This is an optimization exercise on Yosys and OpenROAD, whose aim is small area, a short achievable clock period and few clock cycles, not a production implementation.
The RTL was checked by simulation tests, not by an equivalence proof against the original design.
Power figures rest on the tool's default switching activity, not on a simulated workload.

File: flow/config.mk
export PLATFORM = sky130hd
export DESIGN_NAME = lemon_xfer
export DESIGN_NICKNAME = lemon_xfer
export VERILOG_FILES = /design/flow/design.v
export SDC_FILE = /design/flow/constraint.sdc
export NUM_CORES = 4
export LEC_CHECK = 0
export CAP_MARGIN = 20
export CORE_MARGIN = 2
export CORE_UTILIZATION = 40
export CTS_CLUSTER_DIAMETER = 100
export CTS_CLUSTER_SIZE = 30
export GPL_ROUTABILITY_DRIVEN = 0
export SLEW_MARGIN = 20
File: flow/constraint.sdc
create_clock -name core_clock -period 17.5 [get_ports {clk}]
set_input_delay 3.5000 -clock core_clock [delete_from_list [all_inputs] [get_ports {clk}]]
set_output_delay 3.5000 -clock core_clock [all_outputs]
set_load 0.01 [all_outputs]
File: flow/design.v
module lemon_xfer (
    input  wire        clk,
    input  wire        rst,
    input  wire        start,
    input  wire [31:0] cfg_in_addr,
    input  wire [31:0] cfg_out_addr,
    input  wire [15:0] cfg_in_width,
    input  wire [15:0] cfg_out_width,
    input  wire [15:0] cfg_out_height,
    input  wire [2:0]  cfg_in_fmt,
    input  wire [2:0]  cfg_out_fmt,
    input  wire [1:0]  cfg_scaling,
    input  wire        cfg_flip,
    input  wire        cfg_in_linear,
    input  wire        cfg_dont_swizzle,
    output reg         busy,
    output reg         done,
    output reg         error,
    output reg         mem_req,
    output reg         mem_we,
    output reg  [31:0] mem_addr,
    output reg  [31:0] mem_wdata,
    output reg  [3:0]  mem_be,
    input  wire        mem_ack,
    input  wire [31:0] mem_rdata
);
    reg st1, st2, stp, stp2, stp3, run;
    reg [2:0]  ifmt, ofmt;
    reg [1:0]  scal;
    reg        slin, dswz, flip;
    reg        o_0, o_1, o_2;     
    reg [17:0] S, D;              
    reg [31:0] sp, sbase, dp, dbase;
    reg [17:0] xrem;              
    reg [15:0] yrem;              
    reg [2:0]  xlo;               
    reg [2:0]  ylo;               
    reg [2:0]  oylo;              
    reg [1:0]  k;                 
    reg        px;                
    reg        rdone;             
    reg [7:0]  r_step;
    reg        r_rowend, r_last, r_swrap;
    reg [7:0]  s_il, d_il;
    reg        s_wrap, d_wrap;
    reg        rd_on, wr_on;
    reg        pbig;              
    reg        ld;
    reg [31:0] rdat;
    reg        rv;
    reg        t_k0, t_lastb, t_px, t_gend, t_rowend, t_pair, t_last;
    reg [7:0]  t_dstep;
    reg [9:0]  acc_r, acc_g, acc_b, acc_a;
    reg        w_rowend, w_last, w_dwrap;
    reg [7:0]  w_dstep;
    reg        hpend;
    reg [15:0] hd;
    wire hs  = scal[0] | scal[1];
    wire vs  = scal[1];
    wire stiled = !slin;
    wire dtiled = slin ^ dswz;
    wire dir = flip;                    
    wire bi2 = ifmt[2] | ifmt[1];       
    wire bi3 = (ifmt == 3'd1);
    wire bo2 = ofmt[2] | ofmt[1];
    wire bo3 = (ofmt == 3'd1);
    wire n1  = !hs;
    wire n4  = vs;
    wire dual = bi2 & n1;
    wire [1:0] last_k = bi2 ? {1'b0, n4} : (n1 ? 2'd0 : n4 ? 2'd3 : 2'd1);
    wire [2:0] ystep = vs ? 3'd2 : 3'd1;
    function [7:0] mulb(input [5:0] v, input b2, input b3);
        mulb = b2 ? {1'b0, v, 1'b0} : b3 ? ({2'b0, v} + {1'b0, v, 1'b0}) : {v, 2'b0};
    endfunction
    function [5:0] ilv(input [2:0] j);
        ilv = {j[2], 1'b0, j[1], 1'b0, j[0], 1'b0};
    endfunction
    function [23:0] beat(input [1:0] kk, input pp, input [2:0] xl, input e1, input e2,
                         input y1);
        reg pair, lastb, gend, growend, rowend, last, run_end, gjmp;
        reg [2:0] xc, xg;
        reg [1:0] js;
        reg [5:0] ji, dj;
        reg [7:0] st, ds;
        begin
            pair    = (bo2 | dual) & !e1;
            lastb   = (kk == last_k);
            gend    = dual | (pp == pair);
            growend = pair ? e2 : e1;
            rowend  = lastb & gend & growend;
            last    = growend & y1;
            xc      = xl + {2'd0, pp};
            js      = hs ? xc[1:0] : xc[2:1];
            case ({vs, js})
                3'b000, 3'b010: ji = 6'd2;
                3'b001:         ji = 6'd10;
                3'b011:         ji = 6'd42;
                3'b100, 3'b110: ji = 6'd0;
                3'b101:         ji = 6'd8;
                default:        ji = 6'd40;
            endcase
            run_end = stiled & lastb & (hs | dual | xc[0]);
            st = (bi2 ? ((n1 & !dual) ? 8'd2 : 8'd4) : bi3 ? 8'd3 : 8'd4)
               + (run_end ? mulb(ji, bi2, bi3) : 8'd0);
            xg   = xl + {2'd0, pair};
            gjmp = dtiled & xg[0];
            case (xg[2:1])
                2'd0, 2'd2: dj = 6'd2; 2'd1: dj = 6'd10; default: dj = 6'd42;
            endcase
            ds = (bo2 ? (pair ? 8'd4 : 8'd2) : bo3 ? 8'd3 : 8'd4)
               + (gjmp ? mulb(dj, bo2, bo3) : 8'd0);
            beat = {st, ds, (kk == 2'd0), lastb, gend, growend, pair, rowend, last & rowend, last};
        end
    endfunction
    wire [2:0] bov = bo2 ? 3'd2 : bo3 ? 3'd3 : 3'd4;
    wire       xhz = (xrem[17:5] == 13'd0);
    wire x_1 = xhz & (xrem[4:0] == {2'd0, bov}), x_2 = xhz & (xrem[4:0] == {1'd0, bov, 1'b0});
    wire x_3 = xhz & (xrem[4:0] == {2'd0, bov} + {1'd0, bov, 1'b0}), x_4 = xhz & (xrem[4:0] == {bov, 2'b0});
    wire y_1 = (yrem == 16'd1), y_2 = (yrem == 16'd2);
    wire [23:0] bc = beat(k, px, xlo, x_1, x_2, y_1);
    wire [23:0] b0 = beat(2'd0, 1'b0, 3'd0, o_1, o_2, y_1);
    wire c_k0 = bc[7], c_lastb = bc[6], c_gend = bc[5], c_growend = bc[4], c_pair = bc[3];
    wire [7:0] c_dstep = bc[15:8];
    wire c_glast = bc[0];
    wire [1:0]  k_n    = c_lastb ? 2'd0 : k + 2'd1;
    wire        px_n   = c_lastb ? !c_gend : px;
    wire        grp_n  = c_lastb & c_gend;
    wire        x_gt8 = (xrem[17:4] != 14'd0) || xrem[3] && (xrem[2:0] != 3'd0);
    wire [17:0] xrem_d = xrem - (stp ? (x_gt8 ? 18'd8 : 18'd1) : {14'd0, c_pair ? {bov, 1'b0} : {1'b0, bov}});
    wire [17:0] xrem_n = !grp_n ? xrem : c_growend ? D : xrem_d;
    wire [2:0]  xlo_n  = !grp_n ? xlo  : c_growend ? 3'd0 : xlo + (c_pair ? 3'd2 : 3'd1);
    wire [15:0] yrem_n = (grp_n & c_growend) ? yrem - 16'd1 : yrem;
    wire e1_n = !grp_n ? x_1 : c_growend ? o_1 : (c_pair ? x_3 : x_2);
    wire e2_n = !grp_n ? x_2 : c_growend ? o_2 : (c_pair ? x_4 : x_3);
    wire y1_n = (grp_n & c_growend) ? y_2 : y_1;
    wire [23:0] bn = beat(k_n, px_n, xlo_n, e1_n, e2_n, y1_n);
    wire        rdst  = wr_on | !run & !st1;
    wire [31:0] r_a   = rdst ? dbase : sbase;
    wire [20:0] r_big = rdst ? ((dtiled | stp & pbig) ? {D, 3'd0} : {3'd0, D}) : (stiled ? {S, 3'd0} : {3'd0, S});
    wire        r_w   = rdst ? d_wrap : s_wrap;
    wire [20:0] r_x   = r_w ? r_big : {13'd0, rdst ? d_il : s_il};
    wire        r_neg = rdst & dir & !stp & !stp2;
    wire [31:0] r_b   = r_neg ? ~{11'd0, r_x} : {11'd0, r_x};
    wire [31:0] row_nx = r_a + r_b + {31'd0, r_neg};
    wire [7:0]  we_dstep = hpend ? {5'd0, bov} : w_dstep;
    wire        we_rowend = w_rowend & !hpend;
    wire [31:0] ptr_nx = mem_addr + {24'd0, wr_on ? we_dstep : r_step};
    function [8:0] rowc(input [2:0] j, input b2, input b3, input tiled, input back);
        reg [5:0] v;
        begin
            v = back ? 6'd42 - ilv(j) : ilv(j);
            rowc = {!tiled | (back ? (j == 3'd7) : (j == 3'd0)), mulb(v, b2, b3)};
        end
    endfunction
    function [31:0] dec16(input [2:0] f, input [15:0] p);
        case (f)
            3'd2:    dec16 = {p[15:11], p[15:13], p[10:5], p[10:9], p[4:0], p[4:2], 8'hFF};
            3'd3:    dec16 = {p[15:11], p[15:13], p[10:6], p[10:8], p[5:1], p[5:3], {8{p[0]}}};
            default: dec16 = {p[15:12], p[15:12], p[11:8], p[11:8], p[7:4], p[7:4], p[3:0], p[3:0]};
        endcase
    endfunction
    wire [31:0] d_lo = dec16(ifmt, hpend ? hd : rdat[15:0]);
    wire [31:0] d_hi = dec16(ifmt, rdat[31:16]);
    wire [31:0] d_w  = ifmt[0] ? {rdat[23:0], 8'hFF} : rdat;
    wire [31:0] s0   = bi2 ? d_lo : d_w;
    wire        two  = bi2 & !n1;
    wire [31:0] h    = two ? d_hi : 32'd0;
    wire [9:0]  t_r = (t_k0 | hpend ? 10'd0 : acc_r) + s0[31:24] + h[31:24];
    wire [9:0]  t_g = (t_k0 | hpend ? 10'd0 : acc_g) + s0[23:16] + h[23:16];
    wire [9:0]  t_b = (t_k0 | hpend ? 10'd0 : acc_b) + s0[15:8]  + h[15:8];
    wire [9:0]  t_a = (t_k0 | hpend ? 10'd0 : acc_a) + s0[7:0]   + h[7:0];
    wire [7:0]  cr = n1 ? t_r[7:0] : n4 ? t_r[9:2] : t_r[8:1];
    wire [7:0]  cg = n1 ? t_g[7:0] : n4 ? t_g[9:2] : t_g[8:1];
    wire [7:0]  cb = n1 ? t_b[7:0] : n4 ? t_b[9:2] : t_b[8:1];
    wire [7:0]  ca = n1 ? t_a[7:0] : n4 ? t_a[9:2] : t_a[8:1];
    function [15:0] enc16(input [2:0] f, input [31:0] c);
        case (f)
            3'd2:    enc16 = {c[31:27], c[23:18], c[15:11]};
            3'd3:    enc16 = {c[31:27], c[23:19], c[15:11], c[7]};
            default: enc16 = {c[31:28], c[23:20], c[15:12], c[7:4]};
        endcase
    endfunction
    wire [31:0] cpix = {cr, cg, cb, ca};
    wire [15:0] e_lo = enc16(ofmt, cpix);
    wire [15:0] e_hi = enc16(ofmt, d_hi);
    wire [31:0] e_w  = ofmt[0] ? {8'd0, cr, cg, cb} : cpix;
    wire rd_ack = rd_on & mem_ack;
    wire wr_ack = wr_on & mem_ack;
    wire p_go   = rv & !hpend & !(t_lastb & wr_on);             
    wire p_wfin = p_go & t_lastb & t_gend;              
    wire last_rd = rdone | (rd_ack & r_last);
    wire h_go   = hpend & wr_ack;                       
    wire nx_we  = wr_on ? (!mem_ack | hpend) : p_wfin;
    wire nx_req = nx_we | (wr_on ? !rdone : !last_rd);
    wire fin    = wr_ack & w_last & !hpend;
    wire bad = (scal == 2'd3) || (slin && scal != 2'd0) || (ifmt > 3'd4) || (ofmt > 3'd4);
    wire [15:0] m_in  = st2 ? D[15:0] : S[15:0];
    wire        m2    = st2 ? bo2 : bi2;
    wire        m3    = st2 ? bo3 : bi3;
    wire [17:0] m_out = m2 ? {1'b0, m_in, 1'b0} : m3 ? ({2'b0, m_in} + {1'b0, m_in, 1'b0}) : {m_in, 2'b0};
    wire [2:0]  ohm1  = yrem[2:0] - 3'd1;
    wire        pre_more = x_gt8 | !dtiled & (xrem[17:1] != 17'd0);
    wire        empty = o_0 || (yrem == 16'd0);
    wire [15:0] owc   = (cfg_scaling == 2'd1 || cfg_scaling == 2'd2) ? {1'b0, cfg_out_width[15:1]} : cfg_out_width;
    wire [8:0] s_rc0 = rowc(ystep, bi2, bi3, stiled, 1'b0);
    wire [8:0] s_rcn = rowc(ylo + ystep + ystep, bi2, bi3, stiled, 1'b0);
    wire [2:0] oy_n  = dir ? oylo - 3'd1 : oylo + 3'd1;
    wire [8:0] d_rcn = rowc(dir ? oy_n - 3'd1 : oy_n + 3'd1, bo2, bo3, dtiled, dir);
    wire [8:0] d_rc0 = rowc(3'd1, bo2, bo3, dtiled, 1'b0);
    wire [8:0] d_rcb = rowc(oylo - 3'd1, bo2, bo3, dtiled, 1'b1);
    wire       go_run = st2 & !flip & !empty | stp3;
    always @(posedge clk) begin
        if (rst) begin
            busy    <= 1'b0;
            ld      <= 1'b1;
            done    <= 1'b0;
            error   <= 1'b0;
            mem_req <= 1'b0;
            mem_we  <= 1'b0;
            rd_on   <= 1'b0;
            wr_on   <= 1'b0;
            st1 <= 1'b0; st2 <= 1'b0; stp <= 1'b0; stp2 <= 1'b0; stp3 <= 1'b0; run <= 1'b0;
        end else if (ld) begin
            done  <= 1'b0;
            error <= 1'b0;
            busy  <= start;
            ld    <= !start;
            st1   <= start;
        end else begin
            st1  <= 1'b0;
            st2  <= st1 & !bad;
            stp  <= st2 & flip & !empty | stp & pre_more;
            stp2 <= stp & !pre_more;
            stp3 <= stp2;
            if (st1 & bad) begin
                busy  <= 1'b0;
                ld    <= 1'b1;
                error <= 1'b1;
            end
            if (st2 & empty) begin
                busy <= 1'b0;
                ld   <= 1'b1;
                done <= 1'b1;
            end
            if (go_run) begin
                run     <= 1'b1;
                mem_req <= 1'b1;
                rd_on   <= 1'b1;
            end
            if (run) begin
                mem_we  <= nx_we;
                mem_req <= nx_req & !fin;
                rd_on   <= !nx_we & nx_req & !fin;
                wr_on   <= nx_we & !fin;
                if (fin) begin
                    run  <= 1'b0;
                    busy <= 1'b0;
                    ld   <= 1'b1;
                    done <= 1'b1;
                end
            end
        end
    end
    always @(posedge clk) begin
        if (ld) begin
            ifmt <= cfg_in_fmt;
            ofmt <= cfg_out_fmt;
            scal <= cfg_scaling;
            slin <= cfg_in_linear;
            dswz <= cfg_dont_swizzle;
            flip <= cfg_flip;
        end
        if (ld)
            S <= {2'd0, cfg_in_width};
        else if (st1)
            S <= m_out;
        if (ld)
            D <= {2'd0, owc};
        else if (st2)
            D <= m_out;
        if (ld) begin
            o_0 <= (owc == 16'd0);
            o_1 <= (owc == 16'd1);
            o_2 <= (owc == 16'd2);
        end
    end
    always @(posedge clk) begin
        if (st1)
            sp <= row_nx;
        else if (rd_ack)
            sp <= r_rowend ? row_nx : ptr_nx;
        if (ld)
            sbase <= cfg_in_addr;
        else if (rd_ack & r_swrap)
            sbase <= row_nx;
        if (st2 | stp3 | wr_ack)
            dp <= (st2 | stp3 | we_rowend) ? row_nx : ptr_nx;
        if (ld)
            dbase <= cfg_out_addr;
        else if (stp & pre_more | stp2 | wr_ack & w_dwrap & !hpend)
            dbase <= row_nx;
        if (st1)
            mem_addr <= row_nx;
        else if (wr_on ? wr_ack : (p_wfin | rd_ack))
            mem_addr <= wr_on ? (hpend ? ptr_nx : sp) : p_wfin ? dp : r_rowend ? row_nx : ptr_nx;
    end
    always @(posedge clk) begin
        if (st1) begin
            xlo   <= 3'd0;
            ylo   <= 3'd0;
            k     <= 2'd0;
            px    <= 1'b0;
            rdone <= 1'b0;
        end else if (ld) begin
            {s_wrap, s_il} <= 9'd0;
            yrem <= (cfg_scaling == 2'd2) ? {1'b0, cfg_out_height[15:1]} : cfg_out_height;
        end
        if (st2)
            pbig <= (yrem[15:4] != 12'd0) || yrem[3] && (yrem[2:0] != 3'd0);
        else if (stp)
            pbig <= pbig & ((xrem[17:5] != 13'd0) || xrem[4] && (xrem[3:0] != 4'd0));    
        if (st2)
            xrem <= flip ? {2'd0, yrem} : m_out;
        else if (stp)
            xrem <= xrem_d;
        else if (stp3)
            xrem <= D;
        else if (rd_ack)
            xrem <= xrem_n;
        if (st2)
            {s_wrap, s_il} <= s_rc0;
        if (go_run) begin
            r_step   <= b0[23:16];
            r_rowend <= b0[2];
            r_last   <= b0[1];
            r_swrap  <= b0[2] & (st2 ? s_rc0[8] : s_wrap);
        end else if (rd_ack) begin
            k    <= k_n;
            px   <= px_n;
            xlo  <= xlo_n;
            yrem <= yrem_n;
            r_step   <= bn[23:16];
            r_rowend <= bn[2];
            r_last   <= bn[1];
            r_swrap  <= bn[2] & (r_rowend ? s_rcn[8] : s_wrap);
            if (r_rowend) begin
                ylo <= ylo + ystep;
                {s_wrap, s_il} <= s_rcn;
            end
            if (r_last) rdone <= 1'b1;
        end
        if (!wr_on) begin
            rdat     <= mem_rdata;
            t_k0     <= c_k0;
            t_lastb  <= c_lastb;
            t_px     <= px;
            t_gend   <= c_gend;
            t_rowend <= c_growend;
            t_pair   <= c_pair;
            t_last   <= c_glast;
            t_dstep  <= c_dstep;
        end
        if (st1)
            rv <= 1'b0;
        else
            rv <= rd_ack | (rv & !p_go);
    end
    always @(posedge clk) begin
        if (p_go) begin
            acc_r <= t_r; acc_g <= t_g; acc_b <= t_b; acc_a <= t_a;
            if (t_lastb) begin
                if (bo2) begin
                    if (dual)
                        mem_wdata <= {e_hi, e_lo};
                    else if (t_px)
                        mem_wdata[31:16] <= e_lo;
                    else
                        mem_wdata[15:0] <= e_lo;
                end else begin
                    mem_wdata <= e_w;
                end
            end
        end else if (h_go) begin
            mem_wdata <= e_w;
        end
        if (st1)
            hpend <= 1'b0;
        else if (p_wfin & dual & !bo2 & t_pair)
            hpend <= 1'b1;
        else if (h_go)
            hpend <= 1'b0;
        if (p_go)
            hd <= rdat[31:16];
        if (p_wfin) begin
            w_rowend <= t_rowend;
            w_last   <= t_last;
            w_dstep  <= t_dstep;
            mem_be   <= bo2 ? (t_pair ? 4'b1111 : 4'b0011) : bo3 ? 4'b0111 : 4'b1111;
        end
    end
    always @(posedge clk) begin
        if (ld) begin
            {d_wrap, d_il} <= 9'd0;
        end else if (st2) begin
            oylo <= 3'd0;
            if (flip)
                d_wrap <= 1'b1;
            else
                {d_wrap, d_il} <= d_rc0;
        end else if (stp & pre_more) begin
            d_wrap <= 1'b1;
        end else if (stp) begin
            d_wrap <= 1'b0;
            d_il   <= dtiled ? mulb(6'd42, bo2, bo3) : 8'd0;
        end else if (stp2) begin
            oylo   <= ohm1;
            d_wrap <= 1'b0;
            d_il   <= dtiled ? mulb(6'd42 - ilv(ohm1), bo2, bo3) : 8'd0;
        end else if (stp3) begin
            {d_wrap, d_il} <= d_rcb;
        end else if (wr_ack & we_rowend) begin
            oylo <= oy_n;
            {d_wrap, d_il} <= d_rcn;
        end
        if (p_wfin)
            w_dwrap <= t_rowend & d_wrap;
        else if (wr_ack & we_rowend)
            w_dwrap <= 1'b0;
    end
endmodule
File: flow/flow/run.sh
#!/bin/bash
# Layout flow: the standard flow (standard.sh) with two changes to how the layout
# is made: ports are buffered with buf_1 cells instead of the resizer's default
# delay buffer, and the resizer's timing repair aims for more setup slack.
# The clock period and constraints are the standard flow's own (constraint.sdc).
set -euo pipefail
bash standard.sh \
  "BUFFER_PORTS_ARGS=-buffer_cell sky130_fd_sc_hd__buf_1" \
  SETUP_SLACK_MARGIN=12.5 \
  finish > flow_make.log 2>&1
File: flow/standard.sh
#!/bin/bash
# synth_recipe.tcl (not shown) runs the flow's synth.tcl, then flattens the netlist and writes it again
# the make line also repeats each setting of config.mk as NAME=value (left out here)
make -C /OpenROAD-flow-scripts/flow DESIGN_CONFIG=/design/flow/config.mk WORK_HOME=/design/flow/orfs CLKGATE_MAP_FILE= SYNTH_SCRIPT=/design/flow/synth_recipe.tcl "${@:-finish}"
==> results.yml, run 1 <==
routing:
  avg_wl_per_cell_um: 22.8
  routed.top_layer: "met5"
  antenna_left: 0
  drt_wl_total_mm: 107
  post-route-drc-count: 0
  wl_met2_mm: 48.9
  dr.pass1.iters: 6
  route.detailed.vias_per_inst: 5.92
  vias: 27700
  drt-met1-wl_mm: 46.6
  wl_met3_mm: 7.87
  drt_iter0_markers: 2930
die:
  area_of_the_core_um2: 78600
  core.rowCount: 103
  start_util: 0.403
  ios: 232
  die_x_um: 285
  die_h_um: 285
  floorplan.die_area_um2: 81400
run:
  drv_cap: 0
final_layout:
  post-route-cell-area_um2: 35700
  area_delta_synth_final_pct: 12.7
  post_route_cells_drive_above_1_share: 0.0987
  seqCellArea_um2: 13100
  n_fill_cell: 7806
  area_occupied_by_multi_input_gates_um2: 17700
  insertedDiodeCount: 0
  nNetsFinal: 3938
synthesis:
  yosys_warnings: 1
  syn-cell-area_um2: 31700
  synth.ff_latch_count: 450
  synth_top_area_share: 0.382
  synth-xor-area-share: 0.0401
  main_combinational_cell_family_by_area_after_synthesis: "compound AO/OA/AOI/OAI gates"
  netlist.top_cell.by_area: "sky130_fd_sc_hd__edfxtp_1"
  yosysSeqAreaShare: 0.412
  most_numerous_cell_in_the_yosys_netlist: "sky130_fd_sc_hd__nand2_1"
  synth.cells.most_frequent: "sky130_fd_sc_hd__nand2_1, sky130_fd_sc_hd__edfxtp_1, sky130_fd_sc_hd__o21ai_0"
  netlist_instances: 3457
  synth-edff-count: 403
  post_synth_main_area_contributors: "sky130_fd_sc_hd__edfxtp_1, sky130_fd_sc_hd__nand2_1, sky130_fd_sc_hd__ha_1"
  yosys.area_share.adder: 0.0751
  mux_contribution_to_synthesized_area: 0.0556
  synth_area_per_cell_um2: 9.16
  synth_compound_area_frac: 0.202
  post_synthesis_share_of_cell_area_spent_on_and_or_nand_and_nor_gates: 0.168
  netlist-cell-type-count: 107
  most_used_flip_flop_cell_after_synthesis: "sky130_fd_sc_hd__edfxtp_1"
  async_reset_ff_frac: 0
clock_tree:
  number_of_buffers_created_by_cts: 29
  tritoncts: "built"
  cts_max_level: 1
  clock-root-buffer: "sky130_fd_sc_hd__clkbuf_16"
  clock_path_buffers: 3
  clock_network_latency_to_the_later_pin_of_the_worst_skew_pair_ns: 0.63
  cts.clk_slew.worst_paths_ns: 0.10
  clock_sink_count: 450
  cts_hold_bufs: 0
placement:
  buffer_ports.inserted: 229
  dp_hpwl_mm: 74.7
  placed_cell_area_um2: 33500
global_route:
  first_global_vias: 25500
  antenna_found_initial: 2
  wire_length_of_the_first_global_routing_pass_mm: 157
  global_route.overflow_total: 0
  track_usage: 0.247
  grt_start_max_net_pins: 189
hold_path:
  hold_path_class: "register to register"
worst_setup_path:
  cp-startpoint: "wr_on"
  type_of_the_worst_setup_path: "register to register"
  timing.rr.end: "dp[31]"
  worst_r2r_path_depth: 19
  crit_path_start_kind: "register"
  critical-path-slowest-cell: "sky130_fd_sc_hd__dfxtp_2"
  cp.arrival_ns: 5.27
  type_of_destination_of_the_critical_path: "register"
  reg2reg_setup_slack_ns: 12.62
  largest_incremental_delay_on_the_critical_path_ns: 0.43
  worst-endpoint-required_ns: 17.88
  endpoint: "dp[31]"
  rr_startpoint: "wr_on"
  path_cells: "buf_12, o21ba_2, buf_12, and2_2, a21oi_4, buf_4, mux4_2, xnor2_1, ha_1, a21o_1, a21o_1, a221oi_2, o21ai_1, o2111ai_2, nand3b_1, a221oi_4, buf_4, mux2i_1, nor2_1"
  critical_path.max_fanout: 22
sta:
  pin_slew_with_the_least_headroom_to_its_limit_ns: 1.03
  final.min_clock_period_ns: 4.88
  finalHoldViolations: 0
  fin_setup_tns_ns: 0
  finalMaxSlewViolations: 0
  setup-violations-final: 0
  fin_worst_skew_ns: 0.0204
  layout_worst_path_cycle_share: 0.279
  maxClockFrequency_ghz: 0.205
  rsz0062_at_grt: "true"
  slew_headroom: 0.314
outcome:
  result_of_the_run: "no timing/DRC/antenna violations"
power_and_ir_drop:
  max-vdd-ir-drop_mv: 0.0738
  static-leakage-power_nw: 13.5
  pwr_density_cell_nw_per_um2: 105
logic make-up (layout without fill, tap and decap cells):
family,after synthesis,count (layout)
AND/OR/NAND/NOR,1162,1163
AO/OA/AOI/OAI,991,991
flip-flops,450,450
buffers and inverters,386,565
adder cells (fa/ha/maj),163,163
multiplexers,159,159
XOR/XNOR,144,144
other,2,3
worst min path at each step:
| stage | startpoint | to | slack, ns | depth (start not counted) |
|---|---|---|---|---|
| final | t_dstep[2] | w_dstep[2] | 0.42 | 0 |
| after global routing | t_dstep[2] | w_dstep[2] | 0.43 | 0 |
| after CTS | t_dstep[2] | w_dstep[2] | 0.42 | 0 |
| after detailed placement | t_dstep[4] | w_dstep[4] | 0.41 | 0 |
| after global placement | t_dstep[1] | w_dstep[1] | 0.40 | 0 |
| after floorplan | t_dstep[0] | w_dstep[0] | 0.40 | 0 |
per-layer routing:
metal / vias to the layer above / GRT usage
met3: 164 / 0.0294
met4: 2 / 0.0753
met2: 1201 / 0.395
met5: - / 0
met1: 13400 / 0.351
li1: 13000 / -
report_power, final:
| part | leakage (nW) | total (mW) | switching (mW) | internal [mW] |
|---|---|---|---|---|
| clock network | 0.498 | 0.789 | 0.447 | 0.343 |
| registers | 4.29 | 1.44 | 0.0966 | 1.34 |
| logic | 8.73 | 1.53 | 0.960 | 0.574 |
cell type report:
class | instances | area share
multi-input cells | 2623 | 0.495
clock buffers | 34 | 0.0214
inverters | 176 | 0.0189
well taps | 1050 | 0.0368
flip-flops and latches | 450 | 0.366
clock inverters | 19 | 0.00722
repair buffers | 336 | 0.0545
what timing repair did:
| action | in CTS | in global routing |
|---|---|---|
| pin swaps | 4 | 16 |
| gates cloned | 1 | 7 |
| setup buffers | 17 | 24 |
| setup endpoints to repair | 180 | 141 |
| resized for setup | 57 | 82 |
metrics by stage:
step | cells | hold slack (ns) | power [mW] | setup slack [ns] | utilization
after global placement | 4586 | 0.402 | 2.85 | 11.65 | 0.427
after CTS | 4657 | 0.424 | 3.68 | 12.28 | 0.445
after floorplan | 3458 | 0.400 | 2.40 | 12.26 | -
after global routing | 4688 | 0.431 | 3.96 | 12.41 | 0.454
after detailed placement | 4586 | 0.408 | 2.86 | 11.57 | 0.427
final | 4688 | 0.425 | 3.76 | 12.62 | 0.454
worst max-delay path: cells and delay by family (launching register included):
family / cells / cell delay (ns)
AOI/OAI and AO/OA: 8 / 1.94
muxes: 2 / 0.51
and+or+nand+nor: 3 / 0.50
DFF: 1 / 0.43
adders and majority gates: 1 / 0.35
xor gates and xnor gates: 1 / 0.14
buffers and inverters: 4 / 0.77
layout by cell type, fill, tap and decap left out, drive strengths merged, types with 54 or more instances in the layout:
master  count
nand2     545
edfxtp    403
buf       328
o21ai     268
a21oi     239
nor2      238
inv       180
ha        118
mux2i      97
xnor2      97
a211oi     74
nor3       70
a21o       59
mux2       54
sequential cells by signal, indices dropped and copies added, names as in the netlist, 7 cells and up:
name	flops
dp	32
acc_g	10
acc_r	10
D	18
r_step	8
w_dstep	8
mem_wdata	32
sp	32
acc_a	10
sbase	32
xrem	18
mem_addr	32
acc_b	10
hd	16
d_il	7
dbase	32
t_dstep	8
yrem	16
s_il	8
S	18
rdat	32
Testbench counts, summed over its fixed seeds: cycles 100,726.
==> inputs of run 2 (changes only) <==
--- a/flow/config.mk
+++ b/flow/config.mk
@@ -11,4 +11,3 @@
 export CTS_CLUSTER_DIAMETER = 100
 export CTS_CLUSTER_SIZE = 30
-export GPL_ROUTABILITY_DRIVEN = 0
 export SLEW_MARGIN = 20
==> run 2 against run 1 <==
Sequential cell count is the same. Utilization is the same. Via count is the same. Largest power group unchanged. Sequential power is essentially flat. Hold slack is the same. Register-to-register slack is essentially flat. Cell count is the same. Largest cell class unchanged. Still clean. First-iteration DRC count is the same.
==> results.yml, run 2 <==
outcome:
  result_of_the_run: "no timing/DRC/antenna violations"
placement:
  preCtsSetupSlack_ns: 11.57
  dp_hpwl_mm: 74.7
  gpl.final_weighted_congestion: 0.923
  buffer_ports.inserted: 229
synthesis:
  synth.ff_latch_count: 450
  synth_area_per_cell_um2: 9.16
  netlist-cell-type-count: 107
  yosys_warnings: 1
  most_numerous_cell_in_the_yosys_netlist: "sky130_fd_sc_hd__nand2_1"
  netlist.top_cell.by_area: "sky130_fd_sc_hd__edfxtp_1"
  netlist_instances: 3457
  synth.cells.most_frequent: "sky130_fd_sc_hd__nand2_1, sky130_fd_sc_hd__edfxtp_1, sky130_fd_sc_hd__o21ai_0"
  synth_top_area_share: 0.382
  most_used_flip_flop_cell_after_synthesis: "sky130_fd_sc_hd__edfxtp_1"
  async_reset_ff_frac: 0
  yosysSeqAreaShare: 0.412
  synth-edff-count: 403
  syn-cell-area_um2: 31700
  post_synth_main_area_contributors: "sky130_fd_sc_hd__edfxtp_1, sky130_fd_sc_hd__nand2_1, sky130_fd_sc_hd__ha_1"
routing:
  drt_wl_total_mm: 107
  dr.pass1.iters: 6
  antenna_left: 0
  drt_iter0_markers: 2930
  vias: 27700
  avg_wl_per_cell_um: 22.8
  post-route-drc-count: 0
  route.detailed.vias_per_inst: 5.92
worst_setup_path:
  crit_cells: 19
  worst-path-buf-inv: 4
  worst_r2r_path_depth: 19
  endpoint: "dp[31]"
  type_of_destination_of_the_critical_path: "register"
  worst-endpoint-required_ns: 17.88
  crit_path_start_kind: "register"
  rr_startpoint: "wr_on"
  cp.arrival_ns: 5.27
  critical-path-slowest-cell: "sky130_fd_sc_hd__dfxtp_2"
  critical_path.top_delay_family: "compound AO/OA/AOI/OAI gates"
  path_cells: "buf_12, o21ba_2, buf_12, and2_2, a21oi_4, buf_4, mux4_2, xnor2_1, ha_1, a21o_1, a21o_1, a221oi_2, o21ai_1, o2111ai_2, nand3b_1, a221oi_4, buf_4, mux2i_1, nor2_1"
  critical_path.max_fanout: 22
  reg2reg_setup_slack_ns: 12.62
  timing.rr.end: "dp[31]"
  type_of_the_worst_setup_path: "register to register"
  cp-startpoint: "wr_on"
  largest_incremental_delay_on_the_critical_path_ns: 0.43
sta:
  finalHoldViolations: 0
  final.setup.worst_slack_ns: 12.62
  pin_slew_with_the_least_headroom_to_its_limit_ns: 1.03
  final.min_clock_period_ns: 4.88
  fin_setup_tns_ns: 0
  rsz0062_at_grt: "true"
  setup-violations-final: 0
  finalMaxSlewViolations: 0
  slew_headroom: 0.314
  maxClockFrequency_ghz: 0.205
  fin_worst_skew_ns: 0.0204
  layout_worst_path_cycle_share: 0.279
clock_tree:
  clock_network_latency_to_the_later_pin_of_the_worst_skew_pair_ns: 0.63
  number_of_buffers_created_by_cts: 29
  clock-root-buffer: "sky130_fd_sc_hd__clkbuf_16"
  clock_sink_count: 450
  cts_hold_bufs: 0
  cts.clk_slew.worst_paths_ns: 0.10
  tritoncts: "built"
  clock_path_buffers: 3
  cts_max_level: 1
global_route:
  grt_start_max_net_pins: 189
  antenna_found_initial: 2
  wire_length_of_the_first_global_routing_pass_mm: 157
  track_usage: 0.247
  global_route.overflow_total: 0
  first_global_vias: 25500
power_and_ir_drop:
  static-leakage-power_nw: 13.5
  pwr_density_cell_nw_per_um2: 105
  max-vdd-ir-drop_mv: 0.0738
final_layout:
  post_route_cells_drive_above_1_share: 0.0987
  layout.cells.most_common_list: "sky130_fd_sc_hd__nand2_1, sky130_fd_sc_hd__edfxtp_1, sky130_fd_sc_hd__o21ai_0"
  area_delta_synth_final_pct: 12.7
  insertedDiodeCount: 0
  layout.cells.most_common: "sky130_fd_sc_hd__nand2_1"
  nNetsFinal: 3938
die:
  start_util: 0.403
  die_h_um: 285
  area_of_the_core_um2: 78600
  ios: 232
  floorplan.die_area_um2: 81400
  die_x_um: 285
  core.rowCount: 103
run:
  drv_cap: 0
hold_path:
  worst_hold_stages: 0
  hold_path_class: "register to register"
==> run 2: per-layer routing <==
| metal | up-vias | global-route usage | share of wire |
|---|---|---|---|
| met5 | - | 0 | 0.00010 |
| met2 | 1201 | 0.395 | 0.46 |
| met3 | 164 | 0.0294 | 0.074 |
| met1 | 13400 | 0.351 | 0.44 |
| met4 | 2 | 0.0753 | 0.031 |
| li1 | 13000 | - | - |
==> run 2: worst min path at each step <==
stage / startpoint / slack [ns] / end
after detailed placement: t_dstep[4] / 0.41 / w_dstep[4]
after CTS: t_dstep[2] / 0.42 / w_dstep[2]
final: t_dstep[2] / 0.42 / w_dstep[2]
after global routing: t_dstep[2] / 0.43 / w_dstep[2]
after floorplan: t_dstep[0] / 0.40 / w_dstep[0]
after global placement: t_dstep[1] / 0.40 / w_dstep[1]
==> run 2: where the power goes <==
part / total, mW / switching (mW) / internal [mW]
registers: 1.44 / 0.0966 / 1.34
clock network: 0.789 / 0.447 / 0.343
logic: 1.53 / 0.960 / 0.574
total: 3.76 / 1.50 / 2.26
==> run 2: cell families (layout without fill, tap and decap cells) <==
group	count (synthesis)	after routing	synth area share
AOI/OAI and AO/OA	991	991	0.202
xor gates and xnor gates	144	144	0.0401
adders and majority gates	163	163	0.0751
buffers and inverters	386	565	0.0470
DFF	450	450	0.412
muxes	159	159	0.0556
other	2	3	0.000237
and+or+nand+nor	1162	1163	0.168
==> run 2: final cells by class <==
class,instances,area (um^2)
Fill cell,7806,42900
Multi-Input combinational cell,2623,17700
Sequential cell,450,13100
Timing Repair Buffer,336,1940
Tap cell,1050,1310
Clock buffer,34,764
Inverter,176,676
Clock inverter,19,258
==> run 2: stage by stage <==
step / total power, mW / utilization / cells / hold WS (ns) / instance area [um^2]
detailed placement: 2.86 / 0.427 / 4586 / 0.408 / 33500
finish: 3.76 / 0.454 / 4688 / 0.425 / 35700
floorplan: 2.40 / - / 3458 / 0.400 / 31700
CTS: 3.68 / 0.445 / 4657 / 0.424 / 35000
global placement: 2.85 / 0.427 / 4586 / 0.402 / 33500
global route: 3.96 / 0.454 / 4688 / 0.431 / 35700
==> run 2: timing repair <==
action                                  4_1_cts  5_1_grt
gates resized for setup                      57       82
setup buffers                                17       24
gates cloned                                  1        7
pin swaps                                     4       16
endpoints found under the setup margin      180      141
==> run 2: worst register-to-register path: stages, from the launching register on <==
cell and delay (ns):
sky130_fd_sc_hd__dfxtp_2 0.43, sky130_fd_sc_hd__buf_12 0.19, sky130_fd_sc_hd__o21ba_2 0.25, sky130_fd_sc_hd__buf_12 0.19, sky130_fd_sc_hd__and2_2 0.25, sky130_fd_sc_hd__a21oi_4 0.17
sky130_fd_sc_hd__buf_4 0.21, sky130_fd_sc_hd__mux4_2 0.32, sky130_fd_sc_hd__xnor2_1 0.14, sky130_fd_sc_hd__ha_1 0.35, sky130_fd_sc_hd__a21o_1 0.19, sky130_fd_sc_hd__a21o_1 0.18
sky130_fd_sc_hd__a221oi_2 0.30, sky130_fd_sc_hd__o21ai_1 0.17, sky130_fd_sc_hd__o2111ai_2 0.26, sky130_fd_sc_hd__nand3b_1 0.20, sky130_fd_sc_hd__a221oi_4 0.42, sky130_fd_sc_hd__buf_4 0.19
sky130_fd_sc_hd__mux2i_1 0.19, sky130_fd_sc_hd__nor2_1 0.06
==> inputs of run 3 (changes only) <==
==> flow/run.sh (new file) <==
#!/bin/bash
# synth_recipe.tcl (not shown) runs the flow's synth.tcl, then flattens the netlist and writes it again
# the make line also repeats each setting of config.mk as NAME=value (left out here)
make -C /OpenROAD-flow-scripts/flow DESIGN_CONFIG=/design/flow/config.mk WORK_HOME=/design/flow/orfs CLKGATE_MAP_FILE= SYNTH_SCRIPT=/design/flow/synth_recipe.tcl finish
--- a/flow/config.mk
+++ b/flow/config.mk
@@ -11,3 +11,4 @@
 export CTS_CLUSTER_DIAMETER = 100
 export CTS_CLUSTER_SIZE = 30
+export SETUP_SLACK_MARGIN = 5
 export SLEW_MARGIN = 20
removed: flow/flow/run.sh
removed: flow/standard.sh
==> run 3 against run 2 <==
Sequential cell count stayed put. Clock skew is 0.028 ns higher. Cell count is 1.0% lower. Synthesized cell count did not move. Largest power group unchanged. Sequential share of layout area fell by 0.27 points.
==> results.yml, run 3 <==
placement:
  dp_hpwl_mm: 75.3
  gpl.final_weighted_congestion: 0.906
  placed_cell_area_um2: 35000
  placedCellCount: 4590
  buffer_ports.inserted: 229
sta:
  slew_headroom: 0.280
  setup-violations-final: 0
  fin_setup_tns_ns: 0
  finalHoldViolations: 0
  final.min_clock_period_ns: 6.16
  layout_worst_path_cycle_share: 0.352
  fin_worst_skew_ns: 0.0482
  pin_slew_with_the_least_headroom_to_its_limit_ns: 1.08
  rsz0062_at_grt: "false"
  maxClockFrequency_ghz: 0.162
  finalMaxSlewViolations: 0
synthesis:
  synth_top_area_share: 0.382
  netlist-cell-type-count: 107
  most_used_flip_flop_cell_after_synthesis: "sky130_fd_sc_hd__edfxtp_1"
  syn-cell-area_um2: 31700
  yosys_warnings: 1
  yosysSeqAreaShare: 0.412
  synth_area_per_cell_um2: 9.16
  async_reset_ff_frac: 0
  synth-edff-count: 403
  synth.cells.most_frequent: "sky130_fd_sc_hd__nand2_1, sky130_fd_sc_hd__edfxtp_1, sky130_fd_sc_hd__o21ai_0"
  post_synth_main_area_contributors: "sky130_fd_sc_hd__edfxtp_1, sky130_fd_sc_hd__nand2_1, sky130_fd_sc_hd__ha_1"
  synth.ff_latch_count: 450
  most_numerous_cell_in_the_yosys_netlist: "sky130_fd_sc_hd__nand2_1"
  netlist.top_cell.by_area: "sky130_fd_sc_hd__edfxtp_1"
  netlist_instances: 3457
routing:
  drt_wl_total_mm: 104
  dr.pass1.iters: 6
  antenna_left: 0
  drt_iter0_markers: 3002
  avg_wl_per_cell_um: 22.5
  post-route-drc-count: 0
  route.detailed.vias_per_inst: 5.85
  vias: 27100
global_route:
  grt_util_met1: 0.363
  first_global_vias: 25700
  globalRouteMet3Util: 0.0281
  antenna_found_initial: 3
  use_met2: 0.390
  grt_start_max_net_pins: 98
  grt-busiest-layer: "met2"
  global_route.overflow_total: 0
  track_usage: 0.249
  wire_length_of_the_first_global_routing_pass_mm: 158
clock_tree:
  clock_network_latency_to_the_later_pin_of_the_worst_skew_pair_ns: 0.65
  clock_sink_count: 450
  cts_max_level: 1
  cts.clk_slew.worst_paths_ns: 0.12
  clock-root-buffer: "sky130_fd_sc_hd__clkbuf_16"
  post_cts.resized_instances: 0
  number_of_buffers_created_by_cts: 26
  tritoncts: "built"
  clock_path_buffers: 3
  cts_hold_bufs: 0
  postCtsSetupRepairBufs: 0
final_layout:
  layout.cells.most_common: "sky130_fd_sc_hd__nand2_1"
  area_delta_synth_final_pct: 13.5
  post_route_cells_drive_above_1_share: 0.0666
  finalCoreUtilization: 0.457
  n_fill_cell: 7680
  post_layout_nonfiller_instances: 4639
  post-route-cell-area_um2: 35900
  nNetsFinal: 3890
  layout.cells.most_common_list: "sky130_fd_sc_hd__nand2_1, sky130_fd_sc_hd__edfxtp_1, sky130_fd_sc_hd__o21ai_0"
power_and_ir_drop:
  static-leakage-power_nw: 13.6
  max-vdd-ir-drop_mv: 0.0893
  pwr_density_cell_nw_per_um2: 103
  total_switching_power_mw: 1.47
  power.internal_mw: 2.21
  switching_share: 0.399
  clock_power_share: 0.212
  comb_power_share: 0.397
  sequentialPowerShare: 0.390
  finalPower_mw: 3.68
worst_setup_path:
  crit_path_start_kind: "register"
  largest_incremental_delay_on_the_critical_path_ns: 0.94
  critical_path.most_common_cell: "sky130_fd_sc_hd__a21oi_1"
  type_of_the_worst_setup_path: "register to register"
  critical-path-slowest-cell: "sky130_fd_sc_hd__edfxtp_1"
  critical_path.max_fanout: 23
  cp.arrival_ns: 6.51
  worst_r2r_path_depth: 17
  path_cells: "nand2_1, nor2_1, mux2i_1, a21oi_1, fa_1, inv_1, ha_1, fa_1, a21o_1, a21oi_1, o21bai_1, a21oi_1, xor2_1, o221ai_1, mux4_2, a21oi_1, o22ai_1"
  worst-endpoint-required_ns: 17.85
  type_of_destination_of_the_critical_path: "register"
outcome:
  result_of_the_run: "no timing/DRC/antenna violations"
die:
  die_h_um: 285
  die_x_um: 285
  area_of_the_core_um2: 78600
  ios: 232
  start_util: 0.403
  core.rowCount: 103
  floorplan.die_area_um2: 81400
hold_path:
  hold_path_class: "register to register"
  worst_hold_stages: 0
run:
  drv_cap: 0
-- run 3: changes by cell type in the layout (fill, tap and decap cells not counted), moves of 6 or more --
| cell | previous run | this run |
|---|---|---|
| sky130_fd_sc_hd__xor2_2 | 7 | 0 |
| sky130_fd_sc_hd__xnor2_1 | 83 | 96 |
| sky130_fd_sc_hd__buf_1 | 228 | 0 |
| sky130_fd_sc_hd__xor2_1 | 40 | 47 |
| sky130_fd_sc_hd__clkbuf_16 | 35 | 27 |
| sky130_fd_sc_hd__xnor2_2 | 11 | 1 |
| sky130_fd_sc_hd__o21ai_0 | 255 | 261 |
| sky130_fd_sc_hd__buf_4 | 85 | 63 |
| sky130_fd_sc_hd__a21oi_1 | 229 | 236 |
| sky130_fd_sc_hd__a21oi_2 | 9 | 3 |
| sky130_fd_sc_hd__clkdlybuf4s50_1 | 0 | 229 |
| sky130_fd_sc_hd__buf_12 | 8 | 0 |
-- run 3: through the flow --
stage / worst slack, ns / hold slack [ns]
after floorplan: 11.60 / 0.400
after global placement: 11.51 / 0.403
after detailed placement: 11.46 / 0.406
after CTS: 11.44 / 0.421
after global routing: 10.93 / 0.430
final: 11.34 / 0.418
-- run 3: worst paths after layout --
check,start,end,slack [ns]
max,ifmt[1],mem_wdata[26],11.34
min,t_dstep[0],w_dstep[0],0.42
max reg2reg,ifmt[1],mem_wdata[26],11.34
min reg2reg,t_dstep[0],w_dstep[0],0.42
-- run 3: critical path, delay by kind of cell (launching register included) --
family | cells | cell delay [ns]
AND/OR/NAND/NOR | 2 | 1.25
AO/OA/AOI/OAI | 8 | 1.26
adder cells (fa/ha/maj) | 3 | 1.19
XOR/XNOR | 1 | 0.40
buffers and inverters | 1 | 0.04
multiplexers | 2 | 0.77
flip-flops | 1 | 0.94
-- run 3: cells by family (layout without fill, tap and decap cells) --
group                    count (synthesis)  after routing  synth area share
XOR/XNOR                               144            144            0.0401
multiplexers                           159            159            0.0556
other                                    2              4          0.000237
AO/OA/AOI/OAI                          991            991             0.202
AND/OR/NAND/NOR                       1162           1162             0.168
flip-flops                             450            450             0.412
adder cells (fa/ha/maj)                163            163            0.0751
buffers and inverters                  386            516            0.0470
-- run 3: cell type report --
cell class,instances,area (um^2),area share
Tap cell,1050,1310,0.0365
Timing Repair Buffer,292,2770,0.0769
Sequential cell,450,13100,0.363
Clock buffer,29,683,0.0190
Multi-Input combinational cell,2622,17200,0.478
Inverter,176,663,0.0184
Antenna cell,1,2.50,0.0000696
Clock inverter,19,302,0.00839
-- run 3: metal layers --
layer	wire [um]	vias up
li1	-	12900
met2	46700	1123
met5	22	-
met1	47200	13000
met4	2910	4
met3	7530	145
-- run 3: power by group through the flow --
stage          clock (mW)  sequential, mW  combinational [mW]
2_1_floorplan           0            1.41               0.991
3_5_place_dp            0            1.46                1.44
5_1_grt             0.831            1.45                1.61
6_report            0.782            1.44                1.46
4_1_cts             0.797            1.44                1.45
3_3_place_gp            0            1.46                1.43

-- afterwards: timing with drivers on the ports --
Ports are ideal in the flow. The routed layouts listed here were re-timed in OpenROAD. Step 1 sets driving cells, clkbuf_16 on the clock port and buf_2 on the other inputs (assumed; they add their load-dependent delay and slew). Step 2 times the ports against the registers' clock, not the clock port: input delays grow and output delays shrink by t, the midpoint of the rising clock arrivals with the driver on. Three values: no drivers, after step 1, after step 2; two values: the first two.
run	shift t [ns]	setup slack, ns	latest minus earliest clock arrival (ns)	worst slew at a driven data input, ns
run 1	0.682	12.615 / 12.584 / 11.994	0.021 / 0.020	0.11
run 2	0.682	12.615 / 12.584 / 11.994	0.021 / 0.020	0.11
run 3	0.692	11.336 / 11.336 / 11.329	0.049 / 0.048	0.12
After both steps every run listed still meets setup and hold.
